This design comes from an exercise in tuning for small area on the open sky130 flow, not from production work. In this exercise RTL edits were held to simulation tests only and were not proved equivalent to the original.

## lane 1
==> flow/design.v (excerpt) <==
module fht8v_timeslot (
  input  wire        clk,
  input  wire        rst,
  input  wire        tick_valid,
  output wire        tick_ready,
  input  wire [15:0] tick_temp,       
  input  wire        tick_radio_ok,   
  input  wire        cmd_valid,
  output wire        cmd_ready,
  input  wire [2:0]  cmd_op,
  input  wire [3:0]  cmd_group,       
  input  wire [7:0]  cmd_a,
  input  wire [7:0]  cmd_b,
  input  wire [3:0]  cmd_opc,
  output reg         rsp_valid,
  input  wire        rsp_ready,
  output wire [1:0]  rsp_code,
  output wire [47:0] rsp_msg,
  output wire [1:0]  rsp_mode,
  output wire [15:0] rsp_cnt,
  output wire [7:0]  rsp_sc,
  output wire [3:0]  rsp_count,
  output wire        rsp_panic,
  output wire [7:0]  rsp_freeze,
  output wire [15:0] rsp_last_temp,
  output wire [31:0] rsp_tick,
  output wire [31:0] rsp_last_enq,
  output reg         ev_valid,
  input  wire        ev_ready,
  output wire [1:0]  ev_kind,         
  output wire [2:0]  ev_group,
  output wire [47:0] ev_msg,
  output wire [31:0] ev_tick
);
export LEC_CHECK = 0
export CAP_MARGIN = 20
export CORE_MARGIN = 2
export CORE_UTILIZATION = 60
export SLEW_MARGIN = 20
create_clock -name core_clock -period 10.0 [get_ports {clk}]
standard.sh (not shown) runs the stock make flow with config.mk's settings and CLKGATE_MAP_FILE= SYNTH_SCRIPT=/design/flow/synth_recipe.tcl, a recipe that flattens the netlist after the stock synthesis.
==> flow/flow/run.sh <==
#!/bin/bash
# The standard layout (standard.sh), with these changes:
#  - synthesis: synth_recipe.tcl as it is, but with the logic mapped by an
#    area-oriented abc script and adder extraction limited to full adders
#    (flow/synth.tcl); the registers come out as in the standard synthesis;
#  - the port buffers are made from the smallest buffer cell, buf_1;
#  - the clock tree uses clkbuf_16 over clusters of up to 32 registers and no
#    dummy loads.
# The full output of the layout goes to standard.log; ORFS keeps each step's
# own log under orfs/logs.
set -euo pipefail
here=$(pwd)
export AREA_ABC_SCRIPT="$here/flow/abc_area.script"
export FLOW_SYNTH_TCL="$here/synth_recipe.tcl"
export BUFFER_PORTS_ARGS="-buffer_cell sky130_fd_sc_hd__buf_1"
export CTS_ARGS="-sink_clustering_enable -repair_clock_nets -dont_use_dummy_load -buf_list {sky130_fd_sc_hd__clkbuf_16} -sink_clustering_size 32 -sink_clustering_max_diameter 60"
sed -e "s#SYNTH_SCRIPT=[^ ]*#SYNTH_SCRIPT=$here/flow/synth.tcl#" standard.sh > own.sh
grep -q "SYNTH_SCRIPT=$here/flow/synth.tcl" own.sh
bash own.sh > standard.log 2>&1
==> flow/flow/abc_area.script <==
strash
&get -n
&st
&deepsyn -T 120
&dch -f
&nf -R 1000
&put
topo
==> flow/flow/synth.tcl <==
# The standard flow's synthesis script (synth_recipe.tcl) unchanged, except that:
#  - the abc call maps the logic with an area-oriented script
#    (flow/abc_area.script) that leaves gate sizing to the layout;
#  - adder extraction looks for full adders only (no half adders).
proc abc {args} {
  set i [lsearch -exact $args -script]
  if { $i >= 0 } { lset args [expr {$i + 1}] $::env(AREA_ABC_SCRIPT) }
  yosys abc {*}$args
}
proc extract_fa {args} {
  if { [lsearch -exact $args -ha] < 0 && [lsearch -exact $args -fa] < 0 } { lappend args -fa }
  yosys extract_fa {*}$args
}
source $::env(FLOW_SYNTH_TCL)
Lane 1: done, clean on timing, DRC and antenna
Relative to lane 1, the following input files were edited for lane 2:
- CORE_UTILIZATION: 60 -> 65
==> flow/flow/run.sh <==
#!/bin/bash
# The standard layout (standard.sh), with these changes:
#  - synthesis: synth_recipe.tcl as it is, but with the logic mapped by an
#    area-oriented abc script and adder extraction limited to full adders
#    (flow/synth.tcl); the registers come out as in the standard synthesis;
#  - the port buffers are made from the smallest buffer cell, buf_1;
#  - the clock tree uses clkbuf_16 over clusters of up to 34 registers and no
#    dummy loads.
# The full output of the layout goes to standard.log; ORFS keeps each step's
# own log under orfs/logs.
set -euo pipefail
here=$(pwd)
export AREA_ABC_SCRIPT="$here/flow/abc_area.script"
export FLOW_SYNTH_TCL="$here/synth_recipe.tcl"
export BUFFER_PORTS_ARGS="-buffer_cell sky130_fd_sc_hd__buf_1"
export CTS_ARGS="-sink_clustering_enable -repair_clock_nets -dont_use_dummy_load -buf_list {sky130_fd_sc_hd__clkbuf_16} -sink_clustering_size 34 -sink_clustering_max_diameter 70"
sed -e "s#SYNTH_SCRIPT=[^ ]*#SYNTH_SCRIPT=$here/flow/synth.tcl#" standard.sh > own.sh
grep -q "SYNTH_SCRIPT=$here/flow/synth.tcl" own.sh
bash own.sh > standard.log 2>&1
==> comparison <==
Lane 1 and lane 2 ended up with nearly the same first-pass GRT wire length.
From lane 1 to lane 2, number of sequential cells in the layout did not move at all.
Summary of lane 2 over lane 1: multi-input combinational cell area saw little to no change; half-perimeter wire length after placement saw an increase; met2 track demand over resource saw an increase.
Modified inputs, lane 3 compared to lane 2
- CORE_UTILIZATION changed from 65 to 60
==> flow/flow/run.sh <==
#!/bin/bash
# The standard layout (standard.sh), with these changes:
#  - synthesis: synth_recipe.tcl as it is, but with the logic mapped by an
#    area-oriented abc script and adder extraction limited to full adders
#    (flow/synth.tcl); the registers come out as in the standard synthesis;
#  - the port buffers are made from the smallest buffer cell, buf_1;
#  - the clock tree uses clkbuf_16 over clusters of up to 28 registers and no
#    dummy loads.
# The full output of the layout goes to standard.log; ORFS keeps each step's
# own log under orfs/logs.
set -euo pipefail
here=$(pwd)
export AREA_ABC_SCRIPT="$here/flow/abc_area.script"
export FLOW_SYNTH_TCL="$here/synth_recipe.tcl"
export BUFFER_PORTS_ARGS="-buffer_cell sky130_fd_sc_hd__buf_1"
export CTS_ARGS="-sink_clustering_enable -repair_clock_nets -dont_use_dummy_load -buf_list {sky130_fd_sc_hd__clkbuf_16} -sink_clustering_size 28 -sink_clustering_max_diameter 80"
sed -e "s#SYNTH_SCRIPT=[^ ]*#SYNTH_SCRIPT=$here/flow/synth.tcl#" standard.sh > own.sh
grep -q "SYNTH_SCRIPT=$here/flow/synth.tcl" own.sh
bash own.sh > standard.log 2>&1
--- outcome ---
Die boundary height is lower on lane 2
Lane 3 against lane 2: final instance count without filler cells rose by 47; transition at the pin with the smallest max-transition slack now larger.
[compare] base=lane 2 new=lane 3: final instance area neither gained nor lost much, combined area of the multi-input logic cells neither gained nor lost much.
On first-pass GRT wire length, the higher figure sits with lane 2, not lane 3.

-- afterwards: timing with drivers on the ports --
In the flow no input, the clock included, has a driving cell. The finished layouts below were timed again as built, in two steps.
Step 1 sets driving cells, clkbuf_16 on the clock port and buf_2 on the other inputs (assumed; they add their load-dependent delay and slew).
Step 2 moves the port delays by t, midway between the first and last clock arrival at a register: inputs arrive t later, outputs are due t later. That takes back most of the time a late clock gives input paths.
a / b / c = ideal / step 1 / step 2; a / b = the first two.
run	shift t [ns]	setup slack, ns	hold WS [ns]	worst setup path after step 2	worst register clock-pin slew, ns
lane 1	0.569	2.007 / 1.954 / 1.996	0.296 / 0.296 / 0.296	input to register	0.11 / 0.11
lane 2	0.596	1.998 / 1.947 / 2.058	0.261 / 0.261 / 0.261	input to register	0.12 / 0.12
lane 3	0.611	1.957 / 1.903 / 2.023	0.292 / 0.292 / 0.292	input to register	0.11 / 0.11
After both steps every run listed still meets setup and hold. For lane 1, which loses most, drivers alone change the setup slack by -0.053 ns; drivers and shift together by -0.011 ns.
